From an optimization exercise on the open Yosys and OpenROAD flow, aimed at small area, a short achievable clock period and few clock cycles; shortcuts taken in it are not production practice.
Only simulation tests tie the RTL to the original design; equivalence was not proved.
Power figures rest on the tool's default switching activity, not on a simulated workload.

==> design.v <==
module jfp_csum (
    input             clk,
    input             rst,
    input             bus_valid,
    input             bus_we,
    input      [7:0]  bus_addr,
    input      [3:0]  bus_be,
    input      [31:0] bus_wdata,
    output            bus_ready,
    output reg [31:0] bus_rdata
);
    localparam [16:0] FM_SIZE = 17'd64;
    localparam [7:0] E_OK           = 8'h00;
    localparam [7:0] E_ILLEGAL_CMD  = 8'h01;
    localparam [7:0] E_BOUNDS       = 8'h02;
    localparam [7:0] E_SHORT        = 8'h03;
    localparam [7:0] E_UDP_LEN      = 8'h30;
    localparam [7:0] E_LEN_MISMATCH = 8'h31;
    localparam [7:0] E_ADDR_STATE   = 8'h40;
    localparam [1:0] TAG_NONE     = 2'd0;
    localparam [1:0] TAG_COMPLETE = 2'd1;
    localparam [1:0] TAG_ELIDED   = 2'd2;
    localparam [2:0] S_IDLE = 3'd0;
    localparam [2:0] S_UDP  = 3'd1;    
    localparam [2:0] S_PH   = 3'd2;    
    localparam [2:0] S_SEG  = 3'd3;    
    localparam [2:0] S_FOLD = 3'd4;    
    localparam [2:0] S_DONE = 3'd5;    
    reg [7:0]   fm [0:63];
    reg [31:0]  cmd_r;
    reg [7:0]   err;
    reg         udpv, csv, match;
    reg [15:0]  view_base, view_len, pl_base, pl_len;
    reg [1:0]   src_tag, dst_tag;
    reg [127:0] src_val, dst_val;
    reg [15:0]  udp_sport, udp_dport, udp_len, udp_csum;
    reg [31:0]  csum_acc;
    reg [15:0]  csum_val, csum_stored;
    reg [2:0]   state;
    reg [15:0]  k;           
    reg [4:0]   ph_idx;      
    reg [31:0]  acc;         
    reg [31:0]  raw;         
    reg [7:0]   hi_byte;     
    reg [63:0]  hdr;         
    reg         is_icmp, is_update;
    reg [15:0]  stored;      
    reg [15:0]  lenfield;    
    assign bus_ready = (state == S_IDLE);
    wire acc_en  = bus_valid && bus_ready;
    wire reg_wr  = acc_en && bus_we && !bus_addr[7];
    wire mem_wr  = acc_en && bus_we && (bus_addr[7:4] == 4'b1000);
    wire [7:0]  c_op    = bus_wdata[7:0];
    wire [7:0]  c_rsv   = bus_wdata[15:8];
    wire [15:0] c_imm   = bus_wdata[31:16];
    reg c_legal;
    always @(*) begin
        case (c_op)
            8'h00, 8'h01, 8'h10, 8'h40, 8'h50, 8'h51, 8'h52, 8'h53:
                c_legal = (c_rsv == 8'h00) && (c_imm == 16'h0000);
            8'h11:
                c_legal = (c_rsv == 8'h00);
            default:
                c_legal = 1'b0;
        endcase
    end
    wire [16:0] view_end   = {1'b0, view_base} + {1'b0, view_len};
    wire        out_bounds = view_end > FM_SIZE;
    wire        addrs_ok   = (src_tag == TAG_COMPLETE) && (dst_tag == TAG_COMPLETE);
    wire [15:0] cs_minlen  = c_op[1] ? 16'd4 : 16'd8;
    wire [15:0] foff = is_icmp ? 16'd2 : 16'd6;
    wire [15:0] nh   = is_icmp ? 16'd58 : 16'd17;
    wire [15:0] rd_addr = view_base + k;
    wire [3:0]  fm_widx = bus_ready ? bus_addr[3:0] : rd_addr[5:2];
    wire [31:0] fm_word = {fm[{fm_widx, 2'd0}], fm[{fm_widx, 2'd1}],
                           fm[{fm_widx, 2'd2}], fm[{fm_widx, 2'd3}]};
    reg  [7:0]  rd_byte;
    always @(*) begin
        case (rd_addr[1:0])
            2'd0: rd_byte = fm_word[31:24];
            2'd1: rd_byte = fm_word[23:16];
            2'd2: rd_byte = fm_word[15:8];
            default: rd_byte = fm_word[7:0];
        endcase
    end
    reg [15:0] ph_word;
    always @(*) begin
        case (ph_idx)
            5'd0:  ph_word = src_val[127:112];
            5'd1:  ph_word = src_val[111:96];
            5'd2:  ph_word = src_val[95:80];
            5'd3:  ph_word = src_val[79:64];
            5'd4:  ph_word = src_val[63:48];
            5'd5:  ph_word = src_val[47:32];
            5'd6:  ph_word = src_val[31:16];
            5'd7:  ph_word = src_val[15:0];
            5'd8:  ph_word = dst_val[127:112];
            5'd9:  ph_word = dst_val[111:96];
            5'd10: ph_word = dst_val[95:80];
            5'd11: ph_word = dst_val[79:64];
            5'd12: ph_word = dst_val[63:48];
            5'd13: ph_word = dst_val[47:32];
            5'd14: ph_word = dst_val[31:16];
            5'd15: ph_word = dst_val[15:0];
            5'd16: ph_word = view_len;
            5'd17: ph_word = nh;
            default: ph_word = 16'h0000;
        endcase
    end
    wire        k_odd     = k[0];
    wire        k_last    = (k == view_len - 16'd1);
    wire        in_field  = ((k & 16'hFFFE) == foff);
    wire [15:0] seg_word  = in_field ? 16'h0000 :
                            k_odd    ? {hi_byte, rd_byte} :
                                       {rd_byte, 8'h00};
    wire        seg_add   = k_odd || k_last;
    wire [63:0] hdr_full  = {hdr[55:0], rd_byte};
    wire [15:0] h_len     = hdr_full[31:16];
    wire [15:0] val = ~acc[15:0];
    integer i;
    always @(posedge clk) begin
        if (rst) begin
            state       <= S_IDLE;
            cmd_r       <= 32'h0;
            err         <= E_OK;
            udpv        <= 1'b0;
            csv         <= 1'b0;
            match       <= 1'b0;
            view_base   <= 16'h0;
            view_len    <= 16'h0;
            pl_base     <= 16'h0;
            pl_len      <= 16'h0;
            src_tag     <= TAG_NONE;
            dst_tag     <= TAG_NONE;
            src_val     <= 128'h0;
            dst_val     <= 128'h0;
            udp_sport   <= 16'h0;
            udp_dport   <= 16'h0;
            udp_len     <= 16'h0;
            udp_csum    <= 16'h0;
            csum_acc    <= 32'h0;
            csum_val    <= 16'h0;
            csum_stored <= 16'h0;
            k           <= 16'h0;
            ph_idx      <= 5'd0;
            acc         <= 32'h0;
            raw         <= 32'h0;
            hi_byte     <= 8'h0;
            hdr         <= 64'h0;
            is_icmp     <= 1'b0;
            is_update   <= 1'b0;
            stored      <= 16'h0;
            lenfield    <= 16'h0;
        end else begin
            case (state)
            S_IDLE: begin
                if (reg_wr) begin
                    case (bus_addr)
                    8'h00: begin
                        cmd_r <= bus_wdata;
                        if (!c_legal) begin
                            err <= E_ILLEGAL_CMD;
                        end else begin
                            case (c_op)
                            8'h00: err <= E_OK;                     
                            8'h01: begin                            
                                err         <= E_OK;
                                udpv        <= 1'b0;
                                csv         <= 1'b0;
                                match       <= 1'b0;
                                view_base   <= 16'h0;
                                view_len    <= 16'h0;
                                pl_base     <= 16'h0;
                                pl_len      <= 16'h0;
                                src_tag     <= TAG_NONE;
                                dst_tag     <= TAG_NONE;
                                src_val     <= 128'h0;
                                dst_val     <= 128'h0;
                                udp_sport   <= 16'h0;
                                udp_dport   <= 16'h0;
                                udp_len     <= 16'h0;
                                udp_csum    <= 16'h0;
                                csum_acc    <= 32'h0;
                                csum_val    <= 16'h0;
                                csum_stored <= 16'h0;
                            end
                            8'h10: begin                            
                                err       <= E_OK;
                                view_base <= pl_base;
                                view_len  <= pl_len;
                            end
                            8'h11: begin                            
                                err <= E_OK;
                                if (c_imm < view_len)
                                    view_len <= c_imm;
                            end
                            8'h40: begin                            
                                if (out_bounds) begin
                                    err  <= E_BOUNDS;
                                    udpv <= 1'b0;
                                end else if (view_len < 16'd8) begin
                                    err  <= E_SHORT;
                                    udpv <= 1'b0;
                                end else begin
                                    k     <= 16'h0;
                                    state <= S_UDP;
                                end
                            end
                            default: begin                          
                                is_icmp   <= c_op[1];
                                is_update <= c_op[0];
                                if (out_bounds) begin
                                    err   <= E_BOUNDS;
                                    csv   <= 1'b0;
                                    match <= 1'b0;
                                end else if (view_len < cs_minlen) begin
                                    err   <= E_SHORT;
                                    csv   <= 1'b0;
                                    match <= 1'b0;
                                end else if (c_op[1] && !addrs_ok) begin
                                    err   <= E_ADDR_STATE;
                                    csv   <= 1'b0;
                                    match <= 1'b0;
                                end else begin
                                    acc    <= 32'h0;
                                    ph_idx <= 5'd0;
                                    k      <= 16'h0;
                                    state  <= S_PH;
                                end
                            end
                            endcase
                        end
                    end
                    8'h02: view_base <= bus_wdata[15:0];
                    8'h03: view_len  <= bus_wdata[15:0];
                    8'h25: begin
                        src_tag <= (bus_wdata[1:0] == TAG_COMPLETE) ? TAG_COMPLETE :
                                   (bus_wdata[1:0] == TAG_ELIDED)   ? TAG_ELIDED : TAG_NONE;
                        if (bus_wdata[1:0] != TAG_COMPLETE)
                            src_val <= 128'h0;
                    end
                    8'h26: begin
                        dst_tag <= (bus_wdata[1:0] == TAG_COMPLETE) ? TAG_COMPLETE :
                                   (bus_wdata[1:0] == TAG_ELIDED)   ? TAG_ELIDED : TAG_NONE;
                        if (bus_wdata[1:0] != TAG_COMPLETE)
                            dst_val <= 128'h0;
                    end
                    8'h40: src_val[127:96] <= bus_wdata;
                    8'h41: src_val[95:64]  <= bus_wdata;
                    8'h42: src_val[63:32]  <= bus_wdata;
                    8'h43: src_val[31:0]   <= bus_wdata;
                    8'h44: dst_val[127:96] <= bus_wdata;
                    8'h45: dst_val[95:64]  <= bus_wdata;
                    8'h46: dst_val[63:32]  <= bus_wdata;
                    8'h47: dst_val[31:0]   <= bus_wdata;
                    default: ;
                    endcase
                end
            end
            S_UDP: begin
                hdr <= hdr_full;
                k   <= k + 16'd1;
                if (k == 16'd7) begin
                    state <= S_IDLE;
                    if (h_len < 16'd8 || h_len > view_len) begin
                        err  <= E_UDP_LEN;
                        udpv <= 1'b0;
                    end else begin
                        err       <= E_OK;
                        udpv      <= 1'b1;
                        udp_sport <= hdr_full[63:48];
                        udp_dport <= hdr_full[47:32];
                        udp_len   <= h_len;
                        udp_csum  <= hdr_full[15:0];
                        view_len  <= h_len;
                        pl_base   <= view_base + 16'd8;
                        pl_len    <= h_len - 16'd8;
                    end
                end
            end
            S_PH: begin
                acc    <= acc + {16'h0, ph_word};
                ph_idx <= ph_idx + 5'd1;
                if (ph_idx == 5'd17)
                    state <= S_SEG;
            end
            S_SEG: begin
                hi_byte <= rd_byte;
                if (seg_add)
                    acc <= acc + {16'h0, seg_word};
                if (k_last)
                    raw <= acc + {16'h0, seg_word};
                if (k == foff)          stored[15:8]   <= rd_byte;
                if (k == foff + 16'd1)  stored[7:0]    <= rd_byte;
                if (k == 16'd4)         lenfield[15:8] <= rd_byte;
                if (k == 16'd5)         lenfield[7:0]  <= rd_byte;
                k <= k + 16'd1;
                if (k_last)
                    state <= S_FOLD;
            end
            S_FOLD: begin
                if (acc[31:16] != 16'h0)
                    acc <= {16'h0, acc[15:0]} + {16'h0, acc[31:16]};
                else
                    state <= S_DONE;
            end
            S_DONE: begin
                state <= S_IDLE;
                if (!is_icmp && lenfield != view_len) begin
                    err   <= E_LEN_MISMATCH;
                    csv   <= 1'b0;
                    match <= 1'b0;
                end else if (!addrs_ok) begin
                    err   <= E_ADDR_STATE;
                    csv   <= 1'b0;
                    match <= 1'b0;
                end else begin
                    err         <= E_OK;
                    csv         <= 1'b1;
                    csum_acc    <= raw;
                    csum_val    <= val;
                    if (is_update) begin
                        csum_stored <= val;
                        match       <= 1'b1;
                    end else begin
                        csum_stored <= stored;
                        match       <= (val == stored);
                    end
                end
            end
            default: state <= S_IDLE;
            endcase
        end
    end
    wire [15:0] st_addr = view_base + foff;
    wire        st_en   = (state == S_DONE) && is_update &&
                          (is_icmp || lenfield == view_len) && addrs_ok;
    always @(posedge clk) begin
        for (i = 0; i < 64; i = i + 1) begin
            if (mem_wr && (bus_addr[3:0] == i[5:2]) && bus_be[3 - i[1:0]])
                fm[i] <= bus_wdata[8 * (3 - i[1:0]) +: 8];
            else if (st_en && (st_addr[5:0] == i[5:0]))
                fm[i] <= val[15:8];
            else if (st_en && (st_addr[5:0] + 6'd1 == i[5:0]))
                fm[i] <= val[7:0];
        end
    end
    always @(*) begin
        bus_rdata = 32'h0;
        if (bus_addr[7:4] == 4'b1000) begin
            bus_rdata = fm_word;
        end else begin
            case (bus_addr)
            8'h00: bus_rdata = cmd_r;
            8'h01: bus_rdata = {19'h0, match, csv, udpv, 2'b00, err};
            8'h02: bus_rdata = {16'h0, view_base};
            8'h03: bus_rdata = {16'h0, view_len};
            8'h04: bus_rdata = {16'h0, pl_base};
            8'h05: bus_rdata = {16'h0, pl_len};
            8'h25: bus_rdata = {30'h0, src_tag};
            8'h26: bus_rdata = {30'h0, dst_tag};
            8'h30: bus_rdata = {16'h0, udp_sport};
            8'h31: bus_rdata = {16'h0, udp_dport};
            8'h32: bus_rdata = {16'h0, udp_len};
            8'h33: bus_rdata = {16'h0, udp_csum};
            8'h38: bus_rdata = csum_acc;
            8'h39: bus_rdata = {16'h0, csum_val};
            8'h3A: bus_rdata = {16'h0, csum_stored};
            8'h40: bus_rdata = src_val[127:96];
            8'h41: bus_rdata = src_val[95:64];
            8'h42: bus_rdata = src_val[63:32];
            8'h43: bus_rdata = src_val[31:0];
            8'h44: bus_rdata = dst_val[127:96];
            8'h45: bus_rdata = dst_val[95:64];
            8'h46: bus_rdata = dst_val[63:32];
            8'h47: bus_rdata = dst_val[31:0];
            default: bus_rdata = 32'h0;
            endcase
        end
    end
endmodule
==> run.sh <==
#!/bin/bash
# synth_recipe.tcl (not shown) runs the flow's synth.tcl, then flattens the netlist and writes it again
# the make line also repeats each setting of config.mk as NAME=value (left out here)
make -C /OpenROAD-flow-scripts/flow DESIGN_CONFIG=/design/flow/config.mk WORK_HOME=/design/flow/orfs CLKGATE_MAP_FILE= SYNTH_SCRIPT=/design/flow/synth_recipe.tcl finish
==> config.mk <==
export PLATFORM = sky130hd
export DESIGN_NAME = jfp_csum
export DESIGN_NICKNAME = jfp_csum
export VERILOG_FILES = /design/flow/design.v
export SDC_FILE = /design/flow/constraint.sdc
export NUM_CORES = 4
export LEC_CHECK = 0
export CAP_MARGIN = 20
export CORE_MARGIN = 2
export CORE_UTILIZATION = 30
export PLACE_DENSITY = 0.45
export SLEW_MARGIN = 20
==> constraint.sdc <==
create_clock -name core_clock -period 10.0 [get_ports {clk}]
set_input_delay 2.0000 -clock core_clock [delete_from_list [all_inputs] [get_ports {clk}]]
set_output_delay 2.0000 -clock core_clock [all_outputs]
set_load 0.01 [all_outputs]
==> run summary <==
-- logic make-up after synthesis --
family | after synthesis
AOI/OAI and AO/OA | 2327
xor gates and xnor gates | 139
adders and majority gates | 121
buffers and inverters | 817
DFF | 1186
muxes | 610
and+or+nand+nor | 2774
-- how the worst max path moves through the flow --
stage,endpoint,slack (ns),cells past startpoint
after global placement,acc[19],0.67,22
final,bus_rdata[3],0.55,10
after CTS,bus_rdata[3],0.81,10
after floorplan,acc[19],2.73,23
after detailed placement,acc[19],0.70,22
after global routing,bus_rdata[3],0.77,10
-- metrics by stage --
stage	hold slack, ns	cells	cell area, um^2
final	0.448	10912	78400
after global routing	0.463	10895	78300
after CTS	0.451	10891	78300
after detailed placement	0.444	10622	73200
after global placement	0.438	10619	73200
after floorplan	0.429	7974	69000
-- sequential cells by signal, summed over array words and instances, names as in the netlist, 32 cells and up --
signal and cells:
acc 32, src_val 128, dst_val 128, cmd_r 32, fm 512, csum_acc 32, hdr 56, raw 32
-- critical path: cells and delay by family --
kind            cells  cell delay, ns
buf+inv             4            2.39
simple gates        4            2.22
compound gates      2            0.78
-- cell type report --
| class | instances | area (um^2) |
|---|---|---|
| clock inverters | 68 | 902 |
| inverters | 64 | 240 |
| fillers | 23610 | 151000 |
| diodes | 20 | 50.0 |
| clock buffers | 201 | 4180 |
| flip-flops and latches | 1186 | 28900 |
| well taps | 3026 | 3790 |
| repair buffers | 376 | 2970 |
| multi-input cells | 5971 | 37300 |
-- power by group through the flow --
stage | logic (mW) | clock network (mW) | registers, mW
2_1_floorplan | 0.291 | 0 | 5.12
3_3_place_gp | 0.628 | 0 | 5.11
3_5_place_dp | 0.631 | 0 | 5.11
4_1_cts | 0.632 | 5.81 | 5.01
5_1_grt | 0.659 | 5.97 | 5.01
6_report | 0.667 | 5.76 | 5.01
-- metal layers --
| metal | track usage | share of wire |
|---|---|---|
| met4 | 0.251 | 0.089 |
| met1 | 0.412 | 0.38 |
| met5 | 0 | 0.00051 |
| met3 | 0.0880 | 0.11 |
| met2 | 0.489 | 0.42 |
-- layout by cell type, fill, tap and decap left out, types with 52 or more instances in the layout --
master,instances
a211oi_1,79
a21oi_1,907
a221oi_1,90
a222oi_1,71
a22o_1,52
a22oi_1,489
and3_1,55
buf_4,285
clkbuf_16,152
dfxtp_1,658
edfxtp_1,512
ha_1,115
inv_1,58
mux2_2,485
mux2i_1,119
nand2_1,781
nand3_1,286
nand4_1,94
nor2_1,1156
nor3_1,122
o21ai_0,187
xnor2_1,68
xor2_1,71
==> flow_summary_export.csv <==
group,metric,value,unit
critical_path,reg2reg_depth,27,
logic_synthesis,synth_top_area_cell,"edfxtp_1",
clocking,hold_buffers,0,
clocking,cts_buffers,149,
critical_path,r2r_end,"acc[24]",
drt,drtPass1Iterations,9,
timing,worst_slew_pin_slew,1.32,ns
critical_path,cpPeakStageDelay,0.95,ns
logic_synthesis,syn-num-nets,8143,
pwr,share_comb_of_total_power,0.058,
worst_hold_path,min_delay_worst_endpoint,"csum_stored[11]",
pwr,cellLeakagePower,25.8,nW
timing,period_share,0.945,
run_status,outcome,"complete, no violations",
logic_synthesis,synthTopCellsByCount,"nor2_1 (1181), a21oi_1 (909), nand2_1 (782)",
pwr,switching_power,2.99,mW
logic_synthesis,synth_edf_count,512,
clocking,clk_path_buf_depth,3,
placed_design,pre_cts_slack,0.700,ns
die,die_x,484,um
drt,via_per_inst,6.34,
pwr,power.density,146,nW/um^2
logic_synthesis,synth_ff_type,"dfxtp_1",
pwr,p_total,11.4,mW
critical_path,r2r-start,"state[2]",
drt,wl,405,mm
grt,grt_pass1_wl,546,mm
critical_path,worstSetupEndpointType,"primary output",
timing,final_max_slew_viol_count,0,
pwr,swShare,0.261,
clocking,clk_latency,0.87,ns
grt,overflow,0,
pwr,vdd_ir_drop_max,0.139,mV
critical_path,startpoint_type,"primary input",
logic_synthesis,synth_top_family_by_area,"compound AO/OA/AOI/OAI gates",
logic_synthesis,synth_most_common_cell,"nor2_1",
clocking,clkTransAtPathRegs,0.05,ns
clocking,cts_tree,"done",
grt,antenna_found_initial,37,
critical_path,crit_fanout,22,
placed_design,dp_hpwl,279,mm
logic_synthesis,ys_types,94,
pwr,seq_power_share,0.438,
drt,wl_per_cell,37.1,um
drt,ant_nets,0,
timing,finalSetupTns,0,ns
timing,finClkSkew,0.0558,ns
drt,drt_iter0_drc,11151,
die,initial_utilization,0.301,
logic_synthesis,yosys_register_bits,1186,
timing,rsz0062_at_grt,"no",
logic_synthesis,synth.avg_cell_area,8.66,um^2
logic_synthesis,synth_area,69000,um^2
flow_run,maxCapViolCount,0,
timing,slew_headroom,0.117,
logic_synthesis,synthCells,7974,
worst_hold_path,hp-class,"flop to flop",
die,rows,176,
layout,area_growth,13.5,%
grt,grt_max_degree,173,
logic_synthesis,synth_fa_ha_area_frac,0.0226,
grt,grtUsageTotal,0.331,
timing,hold_viol_final,0,
grt,grt_pass1_vias,62966,
pwr,p_clk_frac,0.504,
logic_synthesis,ys_warn_count,2,
pwr,internal_power,8.45,mW
layout,drive_gt1_frac,0.150,
layout,finalNetCount,7917,
die,die_area,234000,um^2
placed_design,portBuffers,80,
critical_path,cp-startpoint,"bus_addr[0]",
drt,drc_errors,0,
logic_synthesis,synth-xor-area-share,0.0176,
die,core-area,229000,um^2
critical_path,path_cells,"clkdlybuf4s50_1, buf_4, nor2b_1, nand2_1, nor2_4, buf_4, a222oi_1, nand4_1, a211o_1, clkdlybuf4s50_1",
logic_synthesis,synth_compound_area_frac,0.222,
critical_path,cp_slowest_cell,"clkdlybuf4s50_1",
logic_synthesis,synth-simple-area-share,0.175,
clocking,cts_setup_buffers,0,
clocking,cts-resized-gates,0,
worst_hold_path,whs_path_depth,2,
timing,setup_viol,0,
layout,final_util,0.342,
logic_synthesis,async_flop_share,0,
placed_design,place_congestion,1.04,
logic_synthesis,netlist.area_leader.share,0.223,
timing,period_needed,9.45,ns
timing,worst_slack,0.550,ns
critical_path,reg2reg_slack,1.20,ns
worst_hold_path,hold_start,"csum_stored[11]",
drt,vias,69207,
die,die-height,484,um
timing,fmax,0.106,GHz
critical_path,worst_ep_arrival_time,7.45,ns
logic_synthesis,synth_area_leaders,"edfxtp_1 (22%), dfxtp_1 (20%), mux2_2 (7.9%), a21oi_1 (6.6%), nor2_1 (6.4%)",
logic_synthesis,ys_seq_area_frac,0.418,
critical_path,critPathKind,"primary input to primary output",
clocking,cts.sinks,1186,
clocking,cts_root_buf,"clkbuf_16",
critical_path,required,8.00,ns
die,ios,81,
clocking,h-tree-depth,4,
logic_synthesis,muxShareOfSynthArea,0.0979,
Testbench counts, summed over its fixed seeds: cycles 37,503.

[separate check: timing with driven ports]
In the flow no input, the clock included, has a driving cell. The finished layout below was timed again as built, in two steps. Step 1: set_driving_cell puts a clkbuf_16 on clk and a buf_2 on each other input, an assumption about the parent block. Step 2 also shifts input and output timing later by t, the mid clock arrival at the registers, as if the neighbouring blocks saw the same clock. a / b / c = ideal ports / drivers / drivers and shift; a / b = the first two.
shift t [ns]: 0.936
slack for setup (ns): 0.550 / 0.528 / 0.376
latest minus earliest clock arrival (ns): 0.056 / 0.055
slew at the worst register clock pin (ns): 0.07 / 0.07
cell pins on the clock port's net: 1
After both steps setup and hold are still met in this run. The setup slack of this run moves by -0.022 ns with the drivers and by -0.174 ns with both steps.
